This design comes from an exercise in tuning for small area on the open sky130 flow, not from production work. Function was checked by simulation only, so behaviour that the tests miss may differ from the original. Power is estimated from default activity; no workload was simulated.

==> flow/flow/run.sh <==
#!/bin/bash
export BUFFER_PORTS_ARGS="-buffer_cell sky130_fd_sc_hd__buf_1"
export CTS_ARGS="-sink_clustering_enable -repair_clock_nets -buf_list sky130_fd_sc_hd__clkbuf_8 -dont_use_dummy_load"
export PRE_RESIZE_TCL="$PWD/flow/downsize.tcl"
export POST_FLOORPLAN_TCL="$PWD/flow/restructure.tcl"
bash standard.sh > standard.log 2>&1
==> flow/flow/downsize.tcl <==
# Runs before the placement repair (ORFS's PRE_RESIZE_TCL hook). Synthesis
# (ABC's upsize step) leaves some gates at a higher drive strength than the
# design needs at its clock period; this gives every combinational gate that
# has a drive-1 variant of the same function that variant. repair_design,
# which runs next in this step, and the timing repairs of the later steps
# size gates up again wherever slew, capacitance or timing needs it.
set dont_use $::env(DONT_USE_CELLS)
set n 0
foreach inst [get_cells *] {
  set master [get_property $inst ref_name]
  if {![regexp {^(sky130_fd_sc_hd__[a-z0-9]+)_([0-9]+)$} $master -> base drive]} { continue }
  if {$drive <= 1} { continue }
  # registers, latches, clock cells, tie and physical cells keep their size
  if {[regexp {__(df|edf|sdf|dl|clk|tap|fill|decap|conb|diode)} $master]} { continue }
  set target ${base}_1
  if {[lsearch -exact $dont_use $target] >= 0} { continue }
  set lc [get_lib_cells -quiet */$target]
  if {[llength $lc] == 0} { continue }
  replace_cell $inst [lindex $lc 0]
  incr n
}
puts "downsize.tcl: $n gates set to drive strength 1"
==> flow/flow/restructure.tcl <==
# Runs at the end of the floorplan step (ORFS's POST_FLOORPLAN_TCL hook):
# OpenROAD's restructure re-maps the combinational logic for area with ABC
# (registers are not touched), keeping the cells ORFS marks don't-use out.
set_dont_use $::env(DONT_USE_CELLS)
set tielo_cell [lindex $::env(TIELO_CELL_AND_PORT) 0]
set tiehi_cell [lindex $::env(TIEHI_CELL_AND_PORT) 0]
set tielo_lib [get_name [get_property [lindex [get_lib_cell $tielo_cell] 0] library]]
set tiehi_lib [get_name [get_property [lindex [get_lib_cell $tiehi_cell] 0] library]]
set tielo_port $tielo_lib/$tielo_cell/[lindex $::env(TIELO_CELL_AND_PORT) 1]
set tiehi_port $tiehi_lib/$tiehi_cell/[lindex $::env(TIEHI_CELL_AND_PORT) 1]
set lib [lindex $::env(LIB_FILES) 0]
puts "restructure.tcl: area before [sta::format_area [rsz::design_area] 0]"
restructure -target area -liberty_file $lib -tielo_port $tielo_port -tiehi_port $tiehi_port \
  -work_dir $::env(OBJECTS_DIR) -abc_logfile $::env(LOG_DIR)/2_1_restructure_abc.log
puts "restructure.tcl: area after [sta::format_area [rsz::design_area] 0]"
==> flow/standard.sh <==
#!/bin/bash
# synth_recipe.tcl (not shown) runs the flow's synth.tcl, then flattens the netlist and writes it again
# the make line also repeats each setting of config.mk as NAME=value (left out here)
make -C /OpenROAD-flow-scripts/flow DESIGN_CONFIG=/design/flow/config.mk WORK_HOME=/design/flow/orfs CLKGATE_MAP_FILE= SYNTH_SCRIPT=/design/flow/synth_recipe.tcl "${@:-finish}"
==> flow/config.mk <==
export PLATFORM = sky130hd
export DESIGN_NAME = psc_bridge
export DESIGN_NICKNAME = psc_bridge
export VERILOG_FILES = /design/flow/design.v
export SDC_FILE = /design/flow/constraint.sdc
export NUM_CORES = 4
export LEC_CHECK = 0
export ABC_AREA = 1
export CAP_MARGIN = 20
export CORE_MARGIN = 2
export CORE_UTILIZATION = 40
export CTS_BUF_LIST = sky130_fd_sc_hd__clkbuf_8
export SLEW_MARGIN = 20
==> flow/constraint.sdc <==
create_clock -name core_clock -period 10.0 [get_ports {clk}]
set_input_delay 2.0000 -clock core_clock [delete_from_list [all_inputs] [get_ports {clk}]]
set_output_delay 2.0000 -clock core_clock [all_outputs]
set_load 0.01 [all_outputs]
==> flow/design.v <==
module psc_cal_rom(addr, data);
  input [8:0] addr;
  wire [8:0] addr;
  output [7:0] data;
  wire [7:0] data;
  wire _000_;
  wire _001_;
  wire _002_;
  wire _003_;
  wire _004_;
  wire _005_;
  wire _006_;
  wire _007_;
  wire _008_;
  wire _009_;
  wire _010_;
  wire _011_;
  wire _012_;
  wire _013_;
  wire _014_;
  wire _015_;
  wire _016_;
  wire _017_;
  wire _018_;
  wire _019_;
  wire _020_;
  wire _021_;
  wire _022_;
  wire _023_;
  wire _024_;
  wire _025_;
  wire _026_;
  wire _027_;
  wire _028_;
  wire _029_;
  wire _030_;
  wire _031_;
  wire _032_;
  wire _033_;
  wire _034_;
  wire _035_;
  wire _036_;
  wire _037_;
  wire _038_;
  wire _039_;
  wire _040_;
  wire _041_;
  wire _042_;
  wire _043_;
  wire _044_;
  wire _045_;
  wire _046_;
  wire _047_;
  wire _048_;
  wire _049_;
  wire _050_;
  wire _051_;
  wire _052_;
  wire _053_;
  wire _054_;
  wire _055_;
  wire _056_;
  wire _057_;
  wire _058_;
  wire _059_;
  wire _060_;
  wire _061_;
  wire _062_;
  wire _063_;
  wire _064_;
  wire _065_;
  wire _066_;
  wire _067_;
  wire _068_;
  wire _069_;
  wire _070_;
  wire _071_;
  wire _072_;
  wire _073_;
  wire _074_;
  wire _075_;
  wire _076_;
  wire _077_;
  wire _078_;
  wire _079_;
  wire _080_;
  wire _081_;
  wire _082_;
  wire _083_;
  wire _084_;
  wire _085_;
  wire _086_;
  wire _087_;
  wire _088_;
  wire _089_;
  wire _090_;
  wire _091_;
  wire _092_;
  wire _093_;
  wire _094_;
  wire _095_;
  wire _096_;
  wire _097_;
  wire _098_;
  wire _099_;
  wire _100_;
  wire _101_;
  wire _102_;
  wire _103_;
  wire _104_;
  wire _105_;
  wire _106_;
  wire _107_;
  wire _108_;
  wire _109_;
  wire _110_;
  wire _111_;
  wire _112_;
  wire _113_;
  wire _114_;
  wire _115_;
  wire _116_;
  wire _117_;
  wire _118_;
  wire _119_;
  wire _120_;
  wire _121_;
  wire _122_;
  wire _123_;
  wire _124_;
  wire _125_;
  wire _126_;
  wire _127_;
  wire _128_;
  wire _129_;
  wire _130_;
  wire _131_;
  wire _132_;
  wire _133_;
  wire _134_;
  wire _135_;
  wire _136_;
  wire _137_;
  wire _138_;
  wire _139_;
  wire _140_;
  wire _141_;
  wire _142_;
  wire _143_;
  wire _144_;
  wire _145_;
  wire _146_;
  wire _147_;
  wire _148_;
  wire _149_;
  wire _150_;
  wire _151_;
  wire _152_;
  wire _153_;
  wire _154_;
  wire _155_;
  wire _156_;
  wire _157_;
  wire _158_;
  wire _159_;
  wire _160_;
  wire _161_;
  wire _162_;
  wire _163_;
  wire _164_;
  wire _165_;
  wire _166_;
  wire _167_;
  wire _168_;
  wire _169_;
  wire _170_;
  wire _171_;
  wire _172_;
  wire _173_;
  wire _174_;
  wire _175_;
  wire _176_;
  wire _177_;
  wire _178_;
  wire _179_;
  wire _180_;
  wire _181_;
  wire _182_;
  wire _183_;
  wire _184_;
  wire _185_;
  wire _186_;
  wire _187_;
  wire _188_;
  wire _189_;
  wire _190_;
  wire _191_;
  wire _192_;
  wire _193_;
  wire _194_;
  wire _195_;
  wire _196_;
  wire _197_;
  wire _198_;
  wire _199_;
  wire _200_;
  wire _201_;
  wire _202_;
  wire _203_;
  wire _204_;
  wire _205_;
  wire _206_;
  wire _207_;
  wire _208_;
  wire _209_;
  wire _210_;
  wire _211_;
  wire _212_;
  wire _213_;
  wire _214_;
  wire _215_;
  wire _216_;
  wire _217_;
  wire _218_;
  wire _219_;
  wire _220_;
  wire _221_;
  wire _222_;
  wire _223_;
  wire _224_;
  wire _225_;
  wire _226_;
  wire _227_;
  wire _228_;
  wire _229_;
  wire _230_;
  wire _231_;
  wire _232_;
  wire _233_;
  wire _234_;
  wire _235_;
  wire _236_;
  wire _237_;
  wire _238_;
  wire _239_;
  wire _240_;
  wire _241_;
  wire _242_;
  wire _243_;
  wire _244_;
  wire _245_;
  wire _246_;
  wire _247_;
  wire _248_;
  wire _249_;
  wire _250_;
  wire _251_;
  wire _252_;
  wire _253_;
  wire _254_;
  wire _255_;
  wire _256_;
  wire _257_;
  wire _258_;
  wire _259_;
  wire _260_;
  wire _261_;
  wire _262_;
  wire _263_;
  wire _264_;
  wire _265_;
  wire _266_;
  wire _267_;
  wire _268_;
  wire _269_;
  wire _270_;
  wire _271_;
  wire _272_;
  wire _273_;
  wire _274_;
  wire _275_;
  wire _276_;
  wire _277_;
  wire _278_;
  wire _279_;
  wire _280_;
  wire _281_;
  wire _282_;
  wire _283_;
  wire _284_;
  wire _285_;
  wire _286_;
  wire _287_;
  wire _288_;
  wire _289_;
  wire _290_;
  wire _291_;
  wire _292_;
  wire _293_;
  wire _294_;
  wire _295_;
  wire _296_;
  wire _297_;
  wire _298_;
  wire _299_;
  wire _300_;
  wire _301_;
  wire _302_;
  wire _303_;
  wire _304_;
  wire _305_;
  wire _306_;
  wire _307_;
  wire _308_;
  wire _309_;
  wire _310_;
  wire _311_;
  wire _312_;
  wire _313_;
  wire _314_;
  wire _315_;
  wire _316_;
  wire _317_;
  wire _318_;
  wire _319_;
  wire _320_;
  wire _321_;
  wire _322_;
  wire _323_;
  wire _324_;
  wire _325_;
  wire _326_;
  wire _327_;
  wire _328_;
  wire _329_;
  wire _330_;
  wire _331_;
  wire _332_;
  wire _333_;
  wire _334_;
  wire _335_;
  wire _336_;
  wire _337_;
  wire _338_;
  wire _339_;
  wire _340_;
  wire _341_;
  wire _342_;
  wire _343_;
  wire _344_;
  wire _345_;
  wire _346_;
  wire _347_;
  wire _348_;
  wire _349_;
  wire _350_;
  wire _351_;
  wire _352_;
  wire _353_;
  wire _354_;
  wire _355_;
  wire _356_;
  wire _357_;
  wire _358_;
  wire _359_;
  wire _360_;
  wire _361_;
  wire _362_;
  wire _363_;
  wire _364_;
  wire _365_;
  wire _366_;
  wire _367_;
  assign _079_ = 4'h1 >> addr[7:6];
  assign _090_ = 4'h8 >> { _079_, addr[8] };
  assign _100_ = 4'h2 >> addr[5:4];
  assign _111_ = 4'h8 >> { _100_, _090_ };
  assign _122_ = 4'h8 >> { _090_, addr[5] };
  assign _133_ = 4'h8 >> addr[4:3];
  assign _143_ = 4'h1 >> addr[4:3];
  assign _154_ = 4'h1 >> { _143_, _133_ };
  assign _165_ = 4'h1 >> { addr[2], addr[0] };
  assign _176_ = 4'h1 >> { _165_, addr[1] };
  assign _186_ = 4'h1 >> { _176_, _154_ };
  assign _197_ = 4'h1 >> { _186_, addr[0] };
  assign _208_ = 4'h2 >> { _197_, _122_ };
  assign _219_ = 4'h1 >> { _208_, _111_ };
  assign _229_ = 4'h8 >> { _133_, addr[5] };
  assign _240_ = 4'h8 >> { _229_, addr[0] };
  assign _250_ = 4'h8 >> addr[3:2];
  assign _261_ = 4'h8 >> { _250_, addr[0] };
  assign _272_ = 4'h8 >> { addr[0], addr[1] };
  assign _282_ = 4'h4 >> addr[4:3];
  assign _293_ = 4'h8 >> { _282_, _272_ };
  assign _304_ = 4'h1 >> { _293_, _261_ };
  assign _308_ = 4'h1 >> addr[3:2];
  assign _309_ = 4'h2 >> { addr[0], addr[1] };
  assign _310_ = 4'h8 >> { _309_, _308_ };
  assign _311_ = 4'h2 >> { _310_, _304_ };
  assign _312_ = 4'h4 >> { _311_, _240_ };
  assign _313_ = 4'h4 >> { _312_, _219_ };
  assign _314_ = 4'h1 >> { _308_, _250_ };
  assign _315_ = 4'h1 >> { _314_, addr[1] };
  assign _316_ = 4'h8 >> { _133_, addr[2] };
  assign _317_ = 4'h1 >> addr[8:7];
  assign _318_ = 4'h4 >> addr[6:5];
  assign _319_ = 4'h8 >> { _318_, _317_ };
  assign _320_ = 4'h4 >> { _319_, _316_ };
  assign _321_ = 4'h4 >> { _320_, _315_ };
  assign _322_ = 4'h2 >> { addr[4], addr[2] };
  assign _323_ = 4'h1 >> { addr[3], addr[0] };
  assign _324_ = 4'h8 >> { _323_, _322_ };
  assign _325_ = 4'h2 >> addr[4:3];
  assign _326_ = 4'h8 >> { _325_, _272_ };
  assign _327_ = 4'h1 >> { _326_, _324_ };
  assign _328_ = 4'h8 >> { _327_, _321_ };
  assign _329_ = 4'h1 >> { _328_, _313_ };
  assign _330_ = 4'h1 >> addr[6:5];
  assign _331_ = 4'h4 >> { _330_, addr[8] };
  assign _332_ = 4'h8 >> { _331_, addr[7] };
  assign _333_ = 4'h8 >> { addr[4], addr[0] };
  assign _334_ = 4'h8 >> { _309_, addr[2] };
  assign _335_ = 4'h1 >> addr[2:1];
  assign _336_ = 4'h1 >> { _335_, _334_ };
  assign _337_ = 4'h2 >> { _336_, addr[3] };
  assign _338_ = 4'h1 >> { _337_, _333_ };
  assign _339_ = 4'h2 >> { _338_, addr[1] };
  assign _340_ = 4'h2 >> { addr[3], addr[1] };
  assign _341_ = 4'h4 >> { _325_, addr[1] };
  assign _342_ = 4'h1 >> { _341_, _340_ };
  assign _343_ = 4'h1 >> { _342_, addr[2] };
  assign _344_ = 4'h4 >> { _282_, addr[0] };
  assign _345_ = 4'h1 >> { _344_, _250_ };
  assign _346_ = 4'h8 >> { _345_, addr[4] };
  assign _347_ = 4'h8 >> { addr[2], addr[0] };
  assign _348_ = 4'h1 >> { _347_, addr[4] };
  assign _349_ = 4'h1 >> { _348_, addr[1] };
  assign _350_ = 4'h4 >> { _349_, _346_ };
  assign _351_ = 4'h1 >> { _350_, _343_ };
  assign _352_ = 4'h4 >> { _351_, _339_ };
  assign _353_ = 4'h2 >> { _352_, _332_ };
  assign _354_ = 4'h2 >> { _353_, _329_ };
  assign _355_ = 4'h2 >> { _272_, addr[4] };
  assign _356_ = 4'h4 >> { _272_, addr[4] };
  assign _357_ = 4'h1 >> { _356_, _355_ };
  assign _358_ = 4'h4 >> addr[3:2];
  assign _359_ = 4'h1 >> { addr[3], addr[1] };
  assign _360_ = 4'h8 >> { _359_, _347_ };
  assign _361_ = 4'h1 >> { _360_, _358_ };
  assign _362_ = 4'h1 >> { _361_, _357_ };
  assign _363_ = 4'h8 >> { _358_, _309_ };
  assign _364_ = 4'h8 >> addr[2:1];
  assign _365_ = 4'h1 >> { _364_, _358_ };
  assign _366_ = 4'h2 >> { _365_, _333_ };
  assign _367_ = 4'h2 >> { _366_, addr[7] };
  assign _000_ = 4'h4 >> { addr[4], addr[2] };
  assign _001_ = 4'h8 >> { _000_, addr[1] };
  assign _002_ = 4'h1 >> { _001_, _367_ };
  assign _003_ = 4'h1 >> { _000_, _322_ };
  assign _004_ = 4'h4 >> { _003_, _250_ };
  assign _005_ = 4'h1 >> { _325_, addr[0] };
  assign _006_ = 4'h4 >> { _005_, _358_ };
  assign _007_ = 4'h4 >> { _006_, _004_ };
  assign _008_ = 4'h2 >> { _360_, _331_ };
  assign _009_ = 4'h4 >> { _008_, _007_ };
  assign _010_ = 4'h4 >> { _009_, _002_ };
  assign _011_ = 4'h4 >> { _314_, addr[1] };
  assign _012_ = 4'h4 >> { addr[0], addr[1] };
  assign _013_ = 4'h1 >> { _012_, _309_ };
  assign _014_ = 4'h8 >> { _013_, _357_ };
  assign _015_ = 4'h1 >> { _347_, _333_ };
  assign _016_ = 4'h4 >> { _015_, _014_ };
  assign _017_ = 4'h1 >> { _016_, _011_ };
  assign _018_ = 4'h8 >> { addr[4], addr[2] };
  assign _019_ = 4'h2 >> { _018_, _319_ };
  assign _020_ = 4'h4 >> { _019_, _017_ };
  assign _021_ = 4'h1 >> { _020_, _010_ };
  assign _022_ = 4'h1 >> { _021_, _363_ };
  assign _023_ = 4'h8 >> { _000_, _340_ };
  assign _024_ = 4'h1 >> { _023_, addr[5] };
  assign _025_ = 4'h4 >> { _024_, _022_ };
  assign _026_ = 4'h4 >> { _317_, addr[6] };
  assign _027_ = 4'h4 >> { _026_, _025_ };
  assign _028_ = 4'h4 >> { _027_, _362_ };
  assign _029_ = 4'h8 >> { _339_, addr[5] };
  assign _030_ = 4'h1 >> { addr[0], addr[1] };
  assign _031_ = 4'h4 >> { _030_, _143_ };
  assign _032_ = 4'h2 >> { _013_, _143_ };
  assign _033_ = 4'h1 >> { _032_, _031_ };
  assign _034_ = 4'h1 >> { _033_, addr[2] };
  assign _035_ = 4'h1 >> { _034_, _250_ };
  assign _036_ = 4'h4 >> { _035_, _029_ };
  assign _037_ = 4'h1 >> { _036_, _261_ };
  assign _038_ = 4'h2 >> { _037_, _028_ };
  assign data[6] = 4'h2 >> { _038_, _354_ };
  assign _039_ = 4'h1 >> { addr[4], addr[0] };
  assign _040_ = 4'h8 >> { _039_, _358_ };
  assign _041_ = 4'h1 >> { addr[4], addr[1] };
  assign _042_ = 4'h1 >> { _347_, _165_ };
  assign _043_ = 4'h2 >> { _042_, _041_ };
  assign _044_ = 4'h8 >> { _003_, addr[3] };
  assign _045_ = 4'h8 >> { _044_, _030_ };
  assign _046_ = 4'h1 >> { _045_, _043_ };
  assign _047_ = 4'h8 >> { _143_, addr[1] };
  assign _048_ = 4'h1 >> { _047_, _315_ };
  assign _049_ = 4'h4 >> { _322_, addr[1] };
  assign _050_ = 4'h1 >> { _049_, _100_ };
  assign _051_ = 4'h4 >> { _050_, _003_ };
  assign _052_ = 4'h8 >> { _051_, _048_ };
  assign _053_ = 4'h1 >> { _324_, _293_ };
  assign _054_ = 4'h4 >> { _053_, _052_ };
  assign _055_ = 4'h8 >> { _054_, _027_ };
  assign _056_ = 4'h1 >> { _309_, addr[3] };
  assign _057_ = 4'h8 >> { _056_, _000_ };
  assign _058_ = 4'h8 >> { _309_, _133_ };
  assign _059_ = 4'h1 >> { _058_, _047_ };
  assign _060_ = 4'h8 >> { _059_, _122_ };
  assign _061_ = 4'h4 >> { _060_, _057_ };
  assign _062_ = 4'h1 >> { _061_, _055_ };
  assign _063_ = 4'h2 >> { _062_, _046_ };
  assign _064_ = 4'h2 >> { _325_, addr[0] };
  assign _065_ = 4'h4 >> { _064_, addr[2] };
  assign _066_ = 4'h2 >> { _065_, _345_ };
  assign _067_ = 4'h1 >> { _066_, addr[1] };
  assign _068_ = 4'h1 >> { _047_, _316_ };
  assign _069_ = 4'h2 >> { _068_, addr[2] };
  assign _070_ = 4'h8 >> { _332_, _304_ };
  assign _071_ = 4'h4 >> { _070_, _069_ };
  assign _072_ = 4'h4 >> { _071_, _067_ };
  assign _073_ = 4'h1 >> { _072_, _063_ };
  assign _074_ = 4'h4 >> { _340_, addr[2] };
  assign _075_ = 4'h2 >> { _013_, _314_ };
  assign _076_ = 4'h1 >> { _075_, _074_ };
  assign _077_ = 4'h4 >> { _076_, _250_ };
  assign _078_ = 4'h2 >> { _365_, _111_ };
  assign _080_ = 4'h4 >> { _078_, _077_ };
  assign _081_ = 4'h2 >> { _080_, _073_ };
  assign _082_ = 4'h1 >> { _081_, _040_ };
  assign _083_ = 4'h4 >> { _325_, _309_ };
  assign _084_ = 4'h1 >> { _340_, addr[2] };
  assign _085_ = 4'h4 >> { _084_, _083_ };
  assign _086_ = 4'h8 >> { addr[3], addr[0] };
  assign _087_ = 4'h1 >> { _086_, _323_ };
  assign _088_ = 4'h4 >> { _087_, _308_ };
  assign _089_ = 4'h1 >> { _309_, addr[4] };
  assign _091_ = 4'h8 >> { _089_, _365_ };
  assign _092_ = 4'h4 >> { _091_, _088_ };
  assign _093_ = 4'h1 >> { _092_, _085_ };
  assign _094_ = 4'h2 >> { _093_, _319_ };
  assign _095_ = 4'h8 >> { _321_, _282_ };
  assign _096_ = 4'h8 >> { _095_, _364_ };
  assign _097_ = 4'h1 >> { _096_, _094_ };
  assign data[5] = 4'h4 >> { _097_, _082_ };
  assign _098_ = 4'h2 >> { _340_, addr[0] };
  assign _099_ = 4'h8 >> { _098_, _154_ };
  assign _101_ = 4'h1 >> { _099_, _058_ };
  assign _102_ = 4'h2 >> { _101_, addr[2] };
  assign _103_ = 4'h1 >> { _359_, _165_ };
  assign _104_ = 4'h2 >> { _103_, _348_ };
  assign _105_ = 4'h2 >> { _104_, addr[5] };
  assign _106_ = 4'h4 >> { _105_, _102_ };
  assign _107_ = 4'h2 >> { _106_, _027_ };
  assign _108_ = 4'h1 >> { _336_, addr[4] };
  assign _109_ = 4'h4 >> { _108_, _165_ };
  assign _110_ = 4'h2 >> { _039_, _358_ };
  assign _112_ = 4'h1 >> { _110_, _109_ };
  assign _113_ = 4'h2 >> { _112_, _319_ };
  assign _114_ = 4'h2 >> { _308_, addr[1] };
  assign _115_ = 4'h8 >> { _114_, _087_ };
  assign _116_ = 4'h1 >> { _087_, addr[2] };
  assign _117_ = 4'h2 >> { _116_, _111_ };
  assign _118_ = 4'h4 >> { _117_, _115_ };
  assign _119_ = 4'h1 >> { _118_, _096_ };
  assign _120_ = 4'h4 >> { _004_, addr[1] };
  assign _121_ = 4'h2 >> { _030_, _358_ };
  assign _123_ = 4'h2 >> { _121_, _332_ };
  assign _124_ = 4'h2 >> { _012_, _250_ };
  assign _125_ = 4'h4 >> { _124_, _005_ };
  assign _126_ = 4'h2 >> { _322_, _309_ };
  assign _127_ = 4'h8 >> { _126_, _154_ };
  assign _128_ = 4'h1 >> { _127_, _125_ };
  assign _129_ = 4'h8 >> { _128_, _123_ };
  assign _130_ = 4'h4 >> { _129_, _120_ };
  assign _131_ = 4'h8 >> { _000_, _309_ };
  assign _132_ = 4'h1 >> { _131_, _324_ };
  assign _134_ = 4'h8 >> { _132_, _122_ };
  assign _135_ = 4'h8 >> { _003_, _272_ };
  assign _136_ = 4'h2 >> { _087_, _335_ };
  assign _137_ = 4'h1 >> { _136_, _135_ };
  assign _138_ = 4'h8 >> { _137_, _134_ };
  assign _139_ = 4'h8 >> { _138_, _046_ };
  assign _140_ = 4'h1 >> { _139_, _130_ };
  assign _141_ = 4'h8 >> { _140_, _119_ };
  assign _142_ = 4'h4 >> { _141_, _113_ };
  assign data[4] = 4'h4 >> { _142_, _107_ };
  assign _144_ = 4'h4 >> { _332_, addr[3] };
  assign _145_ = 4'h8 >> { _144_, _354_ };
  assign _146_ = 4'h1 >> { _145_, _027_ };
  assign _147_ = 4'h4 >> { _014_, addr[3] };
  assign _148_ = 4'h1 >> { _364_, _340_ };
  assign _149_ = 4'h4 >> { _148_, _012_ };
  assign _150_ = 4'h2 >> { _149_, _044_ };
  assign _151_ = 4'h2 >> { _150_, _050_ };
  assign _152_ = 4'h4 >> { _151_, _147_ };
  assign _153_ = 4'h1 >> { _152_, _146_ };
  assign _155_ = 4'h4 >> { _108_, _064_ };
  assign _156_ = 4'h4 >> { _359_, _348_ };
  assign _157_ = 4'h1 >> { _156_, _057_ };
  assign _158_ = 4'h4 >> { _157_, _155_ };
  assign _159_ = 4'h2 >> { _158_, _319_ };
  assign _160_ = 4'h8 >> { _076_, _111_ };
  assign _161_ = 4'h2 >> { _039_, _359_ };
  assign _162_ = 4'h1 >> { _161_, _337_ };
  assign _163_ = 4'h1 >> { _162_, _240_ };
  assign _164_ = 4'h1 >> { _308_, _133_ };
  assign _166_ = 4'h2 >> { _164_, _332_ };
  assign _167_ = 4'h4 >> { _039_, addr[2] };
  assign _168_ = 4'h8 >> { _167_, addr[1] };
  assign _169_ = 4'h4 >> { _347_, _143_ };
  assign _170_ = 4'h2 >> { _169_, _122_ };
  assign _171_ = 4'h4 >> { _170_, _168_ };
  assign _172_ = 4'h1 >> { _171_, _166_ };
  assign _173_ = 4'h1 >> { _172_, _163_ };
  assign _174_ = 4'h1 >> { _173_, _160_ };
  assign _175_ = 4'h4 >> { _174_, _159_ };
  assign data[3] = 4'h4 >> { _175_, _153_ };
  assign _177_ = 4'h4 >> { _073_, addr[3] };
  assign _178_ = 4'h2 >> { _073_, addr[3] };
  assign _179_ = 4'h2 >> { _178_, _329_ };
  assign _180_ = 4'h4 >> { _179_, _177_ };
  assign _181_ = 4'h4 >> { _000_, addr[0] };
  assign _182_ = 4'h1 >> { _181_, _074_ };
  assign _183_ = 4'h8 >> { _182_, _122_ };
  assign _184_ = 4'h1 >> { _183_, _111_ };
  assign _185_ = 4'h2 >> { _308_, addr[4] };
  assign _187_ = 4'h1 >> { _064_, _362_ };
  assign _188_ = 4'h1 >> { _187_, _185_ };
  assign _189_ = 4'h1 >> { _013_, _334_ };
  assign _190_ = 4'h4 >> { _189_, _188_ };
  assign _191_ = 4'h1 >> { _190_, _184_ };
  assign _192_ = 4'h4 >> { _191_, _180_ };
  assign _193_ = 4'h1 >> { _131_, _133_ };
  assign _194_ = 4'h2 >> { _193_, addr[5] };
  assign _195_ = 4'h8 >> { _322_, _272_ };
  assign _196_ = 4'h1 >> { _195_, _194_ };
  assign _198_ = 4'h4 >> { _149_, _000_ };
  assign _199_ = 4'h2 >> { _005_, _335_ };
  assign _200_ = 4'h4 >> { _199_, addr[3] };
  assign _201_ = 4'h1 >> { _200_, _198_ };
  assign _202_ = 4'h8 >> { _201_, _196_ };
  assign _203_ = 4'h8 >> { _202_, _027_ };
  assign _204_ = 4'h1 >> { _155_, _086_ };
  assign _205_ = 4'h1 >> { _204_, addr[1] };
  assign _206_ = 4'h2 >> { _068_, addr[0] };
  assign _207_ = 4'h2 >> { _018_, _309_ };
  assign _209_ = 4'h4 >> { _207_, _314_ };
  assign _210_ = 4'h1 >> { _209_, _206_ };
  assign _211_ = 4'h4 >> { _210_, _205_ };
  assign _212_ = 4'h2 >> { _211_, _332_ };
  assign _213_ = 4'h8 >> { _041_, addr[0] };
  assign _214_ = 4'h1 >> { _181_, addr[2] };
  assign _215_ = 4'h1 >> { _214_, _213_ };
  assign _216_ = 4'h2 >> { _215_, _083_ };
  assign _217_ = 4'h1 >> { _216_, _109_ };
  assign _218_ = 4'h2 >> { _217_, _319_ };
  assign _220_ = 4'h1 >> { _218_, _095_ };
  assign _221_ = 4'h4 >> { _220_, _212_ };
  assign _222_ = 4'h4 >> { _221_, _203_ };
  assign data[2] = 4'h4 >> { _222_, _192_ };
  assign _223_ = 4'h2 >> { _165_, addr[4] };
  assign _224_ = 4'h4 >> { _223_, _088_ };
  assign _225_ = 4'h1 >> { _167_, addr[1] };
  assign _226_ = 4'h4 >> { _225_, _224_ };
  assign _227_ = 4'h1 >> { _226_, _114_ };
  assign _228_ = 4'h1 >> { _227_, _195_ };
  assign _230_ = 4'h2 >> { _228_, _122_ };
  assign _231_ = 4'h2 >> { _223_, _056_ };
  assign _232_ = 4'h8 >> { _018_, addr[1] };
  assign _233_ = 4'h1 >> { _232_, _040_ };
  assign _234_ = 4'h4 >> { _233_, _231_ };
  assign _235_ = 4'h2 >> { _234_, _027_ };
  assign _236_ = 4'h1 >> { _235_, _230_ };
  assign _237_ = 4'h4 >> { _118_, addr[2] };
  assign _238_ = 4'h8 >> { _250_, _111_ };
  assign _239_ = 4'h8 >> { _340_, addr[0] };
  assign _241_ = 4'h8 >> { _239_, _122_ };
  assign _242_ = 4'h1 >> { _241_, _238_ };
  assign _243_ = 4'h4 >> { _242_, _237_ };
  assign _244_ = 4'h4 >> { _243_, _022_ };
  assign data[1] = 4'h8 >> { _244_, _236_ };
  assign _245_ = 4'h1 >> { _088_, addr[1] };
  assign _246_ = 4'h1 >> { _364_, addr[4] };
  assign _247_ = 4'h4 >> { _246_, _245_ };
  assign _248_ = 4'h8 >> { _333_, _308_ };
  assign _249_ = 4'h8 >> { _250_, addr[1] };
  assign _251_ = 4'h4 >> { _249_, _039_ };
  assign _252_ = 4'h1 >> { _251_, _248_ };
  assign _253_ = 4'h4 >> { _252_, _247_ };
  assign _254_ = 4'h2 >> { _253_, _027_ };
  assign _255_ = 4'h8 >> { _355_, _308_ };
  assign _256_ = 4'h1 >> { _255_, _169_ };
  assign _257_ = 4'h1 >> { _256_, _012_ };
  assign _258_ = 4'h1 >> { _323_, _282_ };
  assign _259_ = 4'h4 >> { _258_, _341_ };
  assign _260_ = 4'h4 >> { _259_, _088_ };
  assign _262_ = 4'h2 >> { _260_, _320_ };
  assign _263_ = 4'h1 >> { _018_, _143_ };
  assign _264_ = 4'h4 >> { _263_, _041_ };
  assign _265_ = 4'h4 >> { _264_, _086_ };
  assign _266_ = 4'h2 >> { _213_, _332_ };
  assign _267_ = 4'h4 >> { _266_, _265_ };
  assign _268_ = 4'h1 >> { _267_, _262_ };
  assign _269_ = 4'h1 >> { _268_, _257_ };
  assign _270_ = 4'h1 >> { _269_, _254_ };
  assign _271_ = 4'h1 >> { _270_, _045_ };
  assign _273_ = 4'h1 >> { _358_, addr[1] };
  assign _274_ = 4'h4 >> { _273_, _236_ };
  assign _275_ = 4'h8 >> { _264_, _309_ };
  assign _276_ = 4'h2 >> { _275_, _122_ };
  assign _277_ = 4'h2 >> { _124_, _111_ };
  assign _278_ = 4'h4 >> { _277_, _011_ };
  assign _279_ = 4'h1 >> { _278_, _276_ };
  assign _280_ = 4'h1 >> { _279_, _188_ };
  assign _281_ = 4'h4 >> { _280_, _274_ };
  assign data[0] = 4'h1 >> { _281_, _271_ };
  assign _283_ = 4'h1 >> { _048_, addr[0] };
  assign _284_ = 4'h1 >> { _133_, addr[5] };
  assign _285_ = 4'h1 >> { _284_, _229_ };
  assign _286_ = 4'h2 >> { _285_, addr[0] };
  assign _287_ = 4'h8 >> { _286_, _048_ };
  assign _288_ = 4'h1 >> { _287_, _283_ };
  assign _289_ = 4'h8 >> { _288_, _028_ };
  assign _290_ = 4'h4 >> { _111_, addr[1] };
  assign _291_ = 4'h1 >> { _290_, _319_ };
  assign _292_ = 4'h4 >> { _231_, _176_ };
  assign _294_ = 4'h1 >> { _292_, _250_ };
  assign _295_ = 4'h4 >> { _294_, _291_ };
  assign _296_ = 4'h1 >> { _031_, _344_ };
  assign _297_ = 4'h8 >> { _296_, _215_ };
  assign _298_ = 4'h2 >> { _199_, _332_ };
  assign _299_ = 4'h4 >> { _298_, _297_ };
  assign _300_ = 4'h1 >> { _299_, _295_ };
  assign _301_ = 4'h1 >> { _300_, _255_ };
  assign _302_ = 4'h2 >> { _185_, _176_ };
  assign _303_ = 4'h1 >> { _127_, _316_ };
  assign _305_ = 4'h4 >> { _303_, _302_ };
  assign _306_ = 4'h2 >> { _305_, _122_ };
  assign _307_ = 4'h1 >> { _306_, _301_ };
  assign data[7] = 4'h4 >> { _307_, _289_ };
endmodule
module psc_mapper (
  input  wire [7:0]  b,
  input  wire        mode,
  output reg  [7:0]  btn0,
  output reg  [7:0]  btn1,
  output reg  [7:0]  btn2
);
  always @(*) begin
    btn0 = 8'h00;
    btn1 = 8'h00;
    btn2 = 8'h00;
    if (!mode) begin
      btn1[0] = b[0];
      btn1[3] = b[1];
      btn1[2] = b[2];
      btn1[1] = b[3];
      btn2[1] = b[4];
      btn2[2] = b[5];
      btn2[0] = b[6];
      btn2[3] = b[7];
    end else begin
      btn1[5] = b[0];
      btn2[6] = b[1];
      btn0[6] = b[2];
      btn1[4] = b[3];
      btn0[1] = b[4];
      btn0[3] = b[5];
      btn0[2] = b[6];
      btn0[0] = b[7];
    end
  end
endmodule
module psc_bridge (
  input  wire        clk,
  input  wire        rst,           
  output wire        idle,          
  input  wire        cmd_valid,
  input  wire [7:0]  cmd_data,
  input  wire        cmd_last,
  output wire        cmd_ready,
  input  wire        tick,
  output wire        out_valid,
  output wire [7:0]  out_data,
  output wire        out_last,
  input  wire        out_ready,
  output wire        led,
  input  wire        mode,
  input  wire [31:0] millis,
  input  wire [7:0]  rand_data,
  output wire        rand_req,
  output wire        bus_sel_n,
  output wire        bus_req,
  output wire [7:0]  bus_tx,        
  input  wire        bus_done,
  input  wire [7:0]  bus_rx,        
  input  wire        bus_ack
);
  localparam [2:0] S_IDLE = 3'd0,
                   S_RECV = 3'd1,
                   S_EXEC = 3'd2,
                   S_RAND = 3'd3,
                   S_SEND = 3'd4,
                   S_BUS  = 3'd5;
  localparam [1:0] K_IGN  = 2'd0,    
                   K_HS   = 2'd1,    
                   K_SUB  = 2'd2,    
                   K_POLL = 2'd3;    
  localparam [5:0] HS_BASE  = 6'd60,
                   SUB_BASE = 6'd45;
  function [7:0] rev8;
    input [7:0] b;
    integer k;
    begin
      for (k = 0; k < 8; k = k + 1)
        rev8[k] = b[7-k];
    end
  endfunction
  reg [2:0]  state;
  reg [1:0]  kind;
  reg [5:0]  cnt;         
  reg        enable;
  reg        id_valid;
  reg        led_r;
  reg        dual;        
  reg [47:0] id;          
  reg [2:0]  ph;          
  reg        have;        
  reg [7:0]  s0;          
  reg [7:0]  s1;          
  reg [7:0]  s2;          
  reg [7:0]  s3;          
  reg [7:0]  s4;          
  wire st_idle = (state == S_IDLE);
  wire st_recv = (state == S_RECV);
  wire st_exec = (state == S_EXEC);
  wire st_rand = (state == S_RAND);
  wire st_send = (state == S_SEND);
  wire st_bus  = (state == S_BUS);
  wire is_hs   = (kind == K_HS);
  wire is_sub  = (kind == K_SUB);
  wire is_poll = (kind == K_POLL);
  wire sel01 = (s0 == 8'h01);
  wire sel02 = (s0 == 8'h02);
  wire sel03 = (s0 == 8'h03);
  wire sel04 = (s0 == 8'h04);
  wire sel10 = (s0 == 8'h10);
  wire sel11 = (s0 == 8'h11);
  wire sel12 = (s0 == 8'h12);
  wire sel21 = (s0 == 8'h21);
  wire sel30 = (s0 == 8'h30);
  wire [7:0] rx  = rev8(bus_rx);
  wire [7:0] src = st_bus ? ~rx : cmd_data;
  wire       cal_ok = (s2 == 8'h60) || (s2 == 8'h80);
  wire [7:0] rom_byte;
  psc_cal_rom u_rom (
    .addr ({s2[7], s1}),
    .data (rom_byte)
  );
  wire [7:0] cal_byte = cal_ok ? rom_byte : 8'hFF;
  wire [7:0] btn0, btn1, btn2;
  psc_mapper u_map (
    .b    (s4),
    .mode (mode),
    .btn0 (btn0),
    .btn1 (btn1),
    .btn2 (btn2)
  );
  wire [3:0] pc  = cnt[3:0];           
  wire       c0  = (cnt == 6'd0);
  wire       lo6 = (cnt <= 6'd5);      
  wire       hdr = (cnt >= 6'd45);     
  reg [7:0] kbyte;                     
  always @(*) begin
    kbyte = 8'h00;
    case (kind)
      K_HS: begin
        if (cnt == 6'd60) kbyte = 8'h81;
        if (cnt == 6'd63) kbyte = 8'h03;
      end
      K_SUB: begin
        case (cnt)
          6'd45: kbyte = 8'h21;
          6'd47: kbyte = 8'h91;
          6'd52: kbyte = 8'h08;
          6'd53: kbyte = 8'h80;
          6'd55: kbyte = 8'h08;
          6'd56: kbyte = 8'h80;
          6'd58: kbyte = sel01 ? 8'h81 : sel02 ? 8'h82 : sel04 ? 8'h83 :
                         sel10 ? 8'h90 : sel21 ? 8'hA0 : 8'h80;
          6'd60: kbyte = (sel01 || sel02) ? 8'h03 : sel21 ? 8'h01 : 8'h00;
          6'd61: kbyte = sel02 ? 8'h48 : 8'h00;
          6'd62: kbyte = sel02 ? 8'h03 : sel21 ? 8'hFF : 8'h00;
          6'd63: kbyte = sel02 ? 8'h02 : 8'h00;
          6'd0:  kbyte = sel21 ? 8'h03 : 8'h00;
          6'd2:  kbyte = sel21 ? 8'h05 : 8'h00;
          6'd3:  kbyte = sel21 ? 8'h01 : 8'h00;
          6'd6:  kbyte = sel02 ? 8'h01 : 8'h00;
          6'd7:  kbyte = sel02 ? 8'h01 : 8'h00;
          default: kbyte = 8'h00;
        endcase
      end
      K_POLL: begin
        if (pc == 4'd0) kbyte = 8'h30;
        if (pc == 4'd2) kbyte = 8'h91;
      end
      default: ;
    endcase
  end
  wire f_id  = lo6 && (is_hs || (is_sub && sel02));
  wire f_s0  = (is_hs && cnt == 6'd61) || (is_sub && cnt == 6'd59);
  wire f_s1  = is_sub && sel10 && cnt == 6'd60;
  wire f_s2  = (is_sub && sel10 && cnt == 6'd61) ||
               (is_poll && dual && pc == 4'd11);
  wire f_s3  = f_id || (is_sub && sel10 && c0) ||
               (is_poll && dual && pc == 4'd8);
  wire f_cal = is_sub && sel10 && !c0 && !hdr;
  wire f_ms  = is_poll && pc == 4'd1;
  wire f_b0  = is_poll && pc == 4'd3;
  wire f_b1  = is_poll && pc == 4'd4;
  wire f_b2  = is_poll && pc == 4'd5;
  wire f_n1h = is_poll && dual && pc == 4'd6;     
  wire f_n1l = is_poll && dual && pc == 4'd7;     
  wire f_n0h = is_poll && dual && pc == 4'd9;
  wire f_n0l = is_poll && dual && pc == 4'd10;
  wire [7:0] obyte = kbyte
                   | ({8{f_s0}}  & s0)
                   | ({8{f_s1}}  & s1)
                   | ({8{f_s2}}  & s2)
                   | ({8{f_s3}}  & s3)
                   | ({8{f_cal}} & cal_byte)
                   | ({8{f_ms}}  & millis[7:0])
                   | ({8{f_b0}}  & btn0)
                   | ({8{f_b1}}  & btn1)
                   | ({8{f_b2}}  & btn2)
                   | {{4{f_n1h}} & ~s1[3:0], {4{f_n1l}} & ~s1[7:4]}
                   | {{4{f_n0h}} & ~s0[3:0], {4{f_n0l}} & ~s0[7:4]};
  wire flash_last = (cnt == 6'd44) || (!hdr && s3 == {2'b00, cnt});
  wire olast = is_hs  ? (sel01 ? (cnt == 6'd5) : (cnt == 6'd61)) :
               is_sub ? ((sel01 || sel11 || sel12) ? (cnt == 6'd60) :
                         sel02 ? (cnt == 6'd7) :
                         sel10 ? flash_last :
                         sel21 ? (cnt == 6'd3) : (cnt == 6'd59)) :
               (cnt == 6'd63);
  wire id_grab = st_send && f_id && !have && (ph == cnt[2:0]);
  wire out_v   = st_send && (!f_id || have);
  wire take    = out_v && out_ready;
  always @(posedge clk) begin
    if (rst) begin
      state    <= S_IDLE;
      enable   <= 1'b0;
      id_valid <= 1'b0;
      led_r    <= 1'b0;
    end else begin
      case (state)
        S_IDLE: begin
          cnt <= 6'd0;
          if (cmd_valid) begin
            kind  <= (cmd_data == 8'h80) ? K_HS :
                     (cmd_data == 8'h01) ? K_SUB : K_IGN;
            state <= cmd_last ? S_EXEC : S_RECV;
          end else if (tick && enable) begin
            kind  <= K_POLL;
            state <= S_BUS;
          end
        end
        S_RECV: begin
          if (cmd_valid) begin
            cnt <= cnt + 6'd1;
            if (cmd_last)
              state <= S_EXEC;
          end
        end
        S_EXEC: begin
          cnt   <= is_sub ? SUB_BASE : HS_BASE;
          state <= S_IDLE;
          if (is_hs && !c0) begin                   
            if (sel01)
              state <= id_valid ? S_SEND : S_RAND;
            else if (sel02 || sel03)
              state <= S_SEND;
            else if (sel04)
              enable <= 1'b1;
          end else if (is_sub && cnt >= 6'd16) begin   
            if (sel30)
              led_r <= ~led_r;
            state <= (sel02 && !id_valid) ? S_RAND : S_SEND;
          end
        end
        S_RAND: begin
          if (ph == 3'd5) begin
            id_valid <= 1'b1;
            state    <= S_SEND;
          end
        end
        S_SEND: begin
          if (take) begin
            if (olast)
              state <= S_IDLE;
            else
              cnt <= cnt + 6'd1;
          end
        end
        S_BUS: begin
          if (bus_done) begin
            cnt <= cnt + 6'd1;
            if (!bus_ack) begin
              state <= S_IDLE;
            end else if (cnt == 6'd1) begin
              dual <= (rx == 8'h73);
              if (rx != 8'h41 && rx != 8'h73)
                state <= S_IDLE;
            end else if (cnt == 6'd6 || (cnt == 6'd2 && !dual)) begin
              cnt   <= 6'd0;
              state <= S_SEND;
            end
          end
        end
        default: state <= S_IDLE;
      endcase
    end
  end
  always @(posedge clk) begin
    id <= {id[39:0], st_rand ? rand_data : id[47:40]};
    ph <= ((st_exec && !id_valid) || ph == 3'd5) ? 3'd0 : ph + 3'd1;
    have <= !rst && !take && (have || id_grab);
  end
  wire cap  = st_recv && cmd_valid;
  wire xchg = st_bus && bus_done && bus_ack;
  wire ld0 = (cap && ((is_hs && c0) || (is_sub && cnt == 6'd9))) ||
             (xchg && cnt == 6'd3);
  wire ld1 = (cap && is_sub && cnt == 6'd10) || (xchg && cnt == 6'd5);
  wire ld2 = (cap && is_sub && cnt == 6'd11) || (xchg && cnt == 6'd4);
  wire ld3 = (cap && is_sub && cnt == 6'd14) || (xchg && cnt == 6'd6);
  wire ld4 = xchg && cnt == 6'd2;
  always @(posedge clk) begin
    if (ld0) s0 <= src;
    if (ld1) s1 <= src;
    else if (take && f_cal && s1 != 8'hFF) s1 <= s1 + 8'd1;
    if (ld2) s2 <= src;
    if (ld3) s3 <= src;
    else if (id_grab) s3 <= id[47:40];
    if (ld4) s4 <= src;
  end
  assign idle      = st_idle;
  assign cmd_ready = st_idle || st_recv;
  assign out_valid = out_v;
  assign out_data  = obyte;
  assign out_last  = olast;
  assign led       = led_r;
  assign rand_req  = st_rand;
  assign bus_sel_n = ~st_bus;
  assign bus_req   = st_bus;
  assign bus_tx    = {c0, cnt == 6'd1, 4'h0, cnt == 6'd1, 1'b0};
endmodule
==> out/metrics.yaml <==
syn_area_per_cell_sq_um: 7.148
ys.flop_type: "dfxtp_1"
die_y_microns: 137.0
grtUsageMet2_pct: 37.18
hold_viol_final: 0
endpoint_kind: "output pin"
slew_violations: 0
start_kind: "register"
cap_viol_max_count: 0
critPathMaxFanout: 22
fin_worst_skew_ns: 0.04432
cts-resized-gates: 0
pre_cts_slack_ns: 2.428
finalCritPeriodShare_pct: 81.59
ff2ff_path_depth: 13
first_pass_iters: 7
grt_overflow: 0
antenna_found_initial: 0
dp_hpwl_microns: 18590
tns_ns: 0
pwr-share-clk_pct: 18.6
synthDominantCellAreaShare_pct: 20.79
grt_pass1_wl_microns: 36400
final_cell_mix: "clkinv_1 (128), nor2_1 (123), buf_1 (71)"
antenna_left: 0
hold_class: "reg2reg"
synthDistinctLibCells: 58
fin_total_pwr_mw: 1.102
io_pins: 89
powerDensity_nw_per_um2: 158.9
status: "timing/DRC/antenna clean"
grt_usage_pct: 25.83
p_seq_share_pct: 52.4
synth.area.top_cells: "edfxtp_1 (21%), dfxtp_1 (16%), nand2_1 (13%)"
worst_slack_ns: 1.841
numClockSinks: 107
synth_cells: 990
grt_start_max_net_pins: 23
viasPerCell: 6.292
gp_congestion: 0.9854
hold_slack_ns: 0.3305
numCtsBuffers: 9
synth-warning-count: 2
grt_pass1_vias: 6233
ys_seq_elements: 107
io_buffers: 59
die-area_sq_um: 18770
rsz0062_at_grt: "no"
seq_area_sq_um: 2633
drc: 0
final_common_cell: "clkinv_1"
cts_htree_levels: 3
worst_pin_slew_ns: 1.125
use_met3_pct: 5.815
synth_edf_count: 49
syn_area_sq_um: 7077
worstHoldPathCells: 0
final_core_util_pct: 40.10
root_buffer: "clkbuf_8"
min-delay-start: "id[21]"
p_sw_share_pct: 35.90
r2r_end: "s1[4]"
async_flop_share_pct: 0
worst-setup-path-type: "reg2out"
post-route-min-period_ns: 8.159
r2r_slack_ns: 5.82
power.leakage_nw: 2.061
fin_nets: 913
p_int_mw: 0.7066
fmax_mhz: 122.6
num_rows: 48
initial_core_util_pct: 40.91
die_width_microns: 137.0
grt_util_met1_pct: 37.56
min_to: "id[29]"
p_switching_mw: 0.3958
core_sq_um: 17300
drive_gt1_share_pct: 1.418
crit_required_ns: 8.00
synth_seq_area_share_pct: 37.20
top_usage_layer: "met1"
cp.arrival_ns: 6.16
rr_startpoint: "s1[1]"
drt_iter0_markers: 872
final_cells: 1071
vias: 6739
multi_input_area_sq_um: 3139
fillers: 1834
clk_latency_ns: 0.38
pwr-share-comb_pct: 29.0
hold_buffers: 0
cts_tree: "yes"
area_growth_syn_to_layout_pct: -1.980
clk_pin_slew_ns: 0.09
placed_cells: 1061
diodes: 0
postCtsSetupBuffers: 0
vdd_ir_drop_max_v: 0.00008968
maxSlewHeadroom_pct: 25.00
yosysTopAreaCell: "edfxtp_1"
finalSetupViolations: 0
clockBufferDepth: 2
final_area_sq_um: 6937
wl_per_cell_microns: 22.16
routed_wl_microns: 23740
placed_area_sq_um: 6808
## how the worst max path moves through the flow
stage | startpoint | endpoint | slack (ns) | depth (start not counted)
2_1_floorplan | mode | out_data[2] | 4.99 | 7
3_3_place_gp | s1[1] | out_data[2] | 3.19 | 19
3_5_place_dp | s1[1] | out_data[2] | 2.43 | 19
4_1_cts | s1[1] | out_data[2] | 2.02 | 19
5_1_grt | s1[1] | out_data[2] | 1.48 | 19
6_report | s1[1] | out_data[2] | 1.84 | 19
## Yosys cell counts, types with 2 or more instances
cell and instances:
clkbuf_1 6, a21oi_1 42, o21ai_2 2, edfxtp_1 49
nand3_2 4, nand4_1 12, xnor2_1 3, o211ai_1 7
dfxtp_1 58, a31oi_1 11, nand2_2 8, inv_2 14
nor3_1 26, xor2_1 11, a311oi_1 2, nor4_1 9
buf_4 8, nand3_1 47, o21ai_1 5, nor2_1 93
a32oi_1 2, o221ai_1 5, nand3b_1 3, o21ai_0 81
a221oi_1 2, a2111oi_0 3, buf_2 9, nor3_4 2
o22ai_1 13, nor2_2 9, inv_1 138, a22oi_1 4
a211oi_1 5, ha_1 27, o32ai_1 2, o31ai_1 4
nand2_1 237, nor3_2 4, o2111ai_1 4
## flip-flops by register name, indices dropped and copies added (netlist names), 2 cells and up
| signal | flops |
|---|---|
| s0 | 8 |
| cnt | 6 |
| id | 48 |
| state | 3 |
| s3 | 8 |
| ph | 3 |
| kind | 2 |
| s2 | 8 |
| s1 | 8 |
| s4 | 8 |
## kinds of logic (layout without fill, tap and decap cells)
group	Yosys count	after routing	synth area share, %
buffers and inverters	179	210	10.20
AND/OR/NAND/NOR	456	241	28.18
XOR/XNOR	14	1	1.733
other	1	10	0.05299
AO/OA/AOI/OAI	205	277	17.70
multiplexers	1	0	0.1591
flip-flops	107	107	37.20
adder cells (fa/ha/maj)	27	0	4.774
## cell type report
class / instances / share of cell area, %
clock buffer: 9 / 1.786
inverter: 128 / 6.926
multi-input combinational: 529 / 45.26
sequential: 107 / 37.95
tap: 225 / 4.058
timing repair buffer: 73 / 4.022
## worst max-delay path, stage by stage, from the launching register on
cell       delay [ns]
edfxtp_1         0.33
buf_1            0.81
clkinv_1         0.16
buf_1            0.42
nor2_1           0.50
clkinv_1         0.30
a22oi_1          0.36
nor2_1           0.12
o32a_1           0.35
o32ai_1          0.33
o21a_1           0.19
o2111ai_1        0.33
o31a_1           0.40
o32ai_1          0.26
o21ai_0          0.15
a21oi_1          0.14
o22a_1           0.16
a31oi_1          0.11
o221ai_1         0.19
buf_1            0.20
## routing by layer
metal / wire, microns / vias to the layer above
li1: - / 3065
met1: 10540 / 3106
met2: 9729 / 481
met3: 2565 / 87
met4: 902 / 0
met5: 0 / -
## power groups by stage
stage               logic, mW  registers, mW  clock network, mW
CTS                     0.309          0.577              0.210
detailed placement      0.308          0.586                  0
finish                  0.320          0.577              0.205
floorplan               0.259          0.574                  0
global route            0.347          0.586              0.230
global placement        0.314          0.587                  0

re-timing with driven ports:
The results above use ideal ports. As a check the final layout listed here was re-extracted and re-timed, cells and wires unchanged. Step 1 (the two cells are an assumption about what drives the block):
set clk [get_ports {clk}]
set_driving_cell -lib_cell sky130_fd_sc_hd__clkbuf_16 $clk
set_driving_cell -lib_cell sky130_fd_sc_hd__buf_2 [delete_from_list [all_inputs] $clk]
Step 2 also shifts input and output timing later by t, the mid clock arrival at the registers, as if the neighbouring blocks saw the same clock. Slacks: ideal ports / drivers / drivers and shift; pairs: ideal ports / drivers.
shift t [ns]: 0.393
slack for setup (ns): 1.841 / 1.804 / 2.197
worst slew at a driven data input, ns: 0.04
After both steps this run still meets setup and hold. The setup slack of this run moves by -0.037 ns with the drivers and by +0.356 ns with both steps.
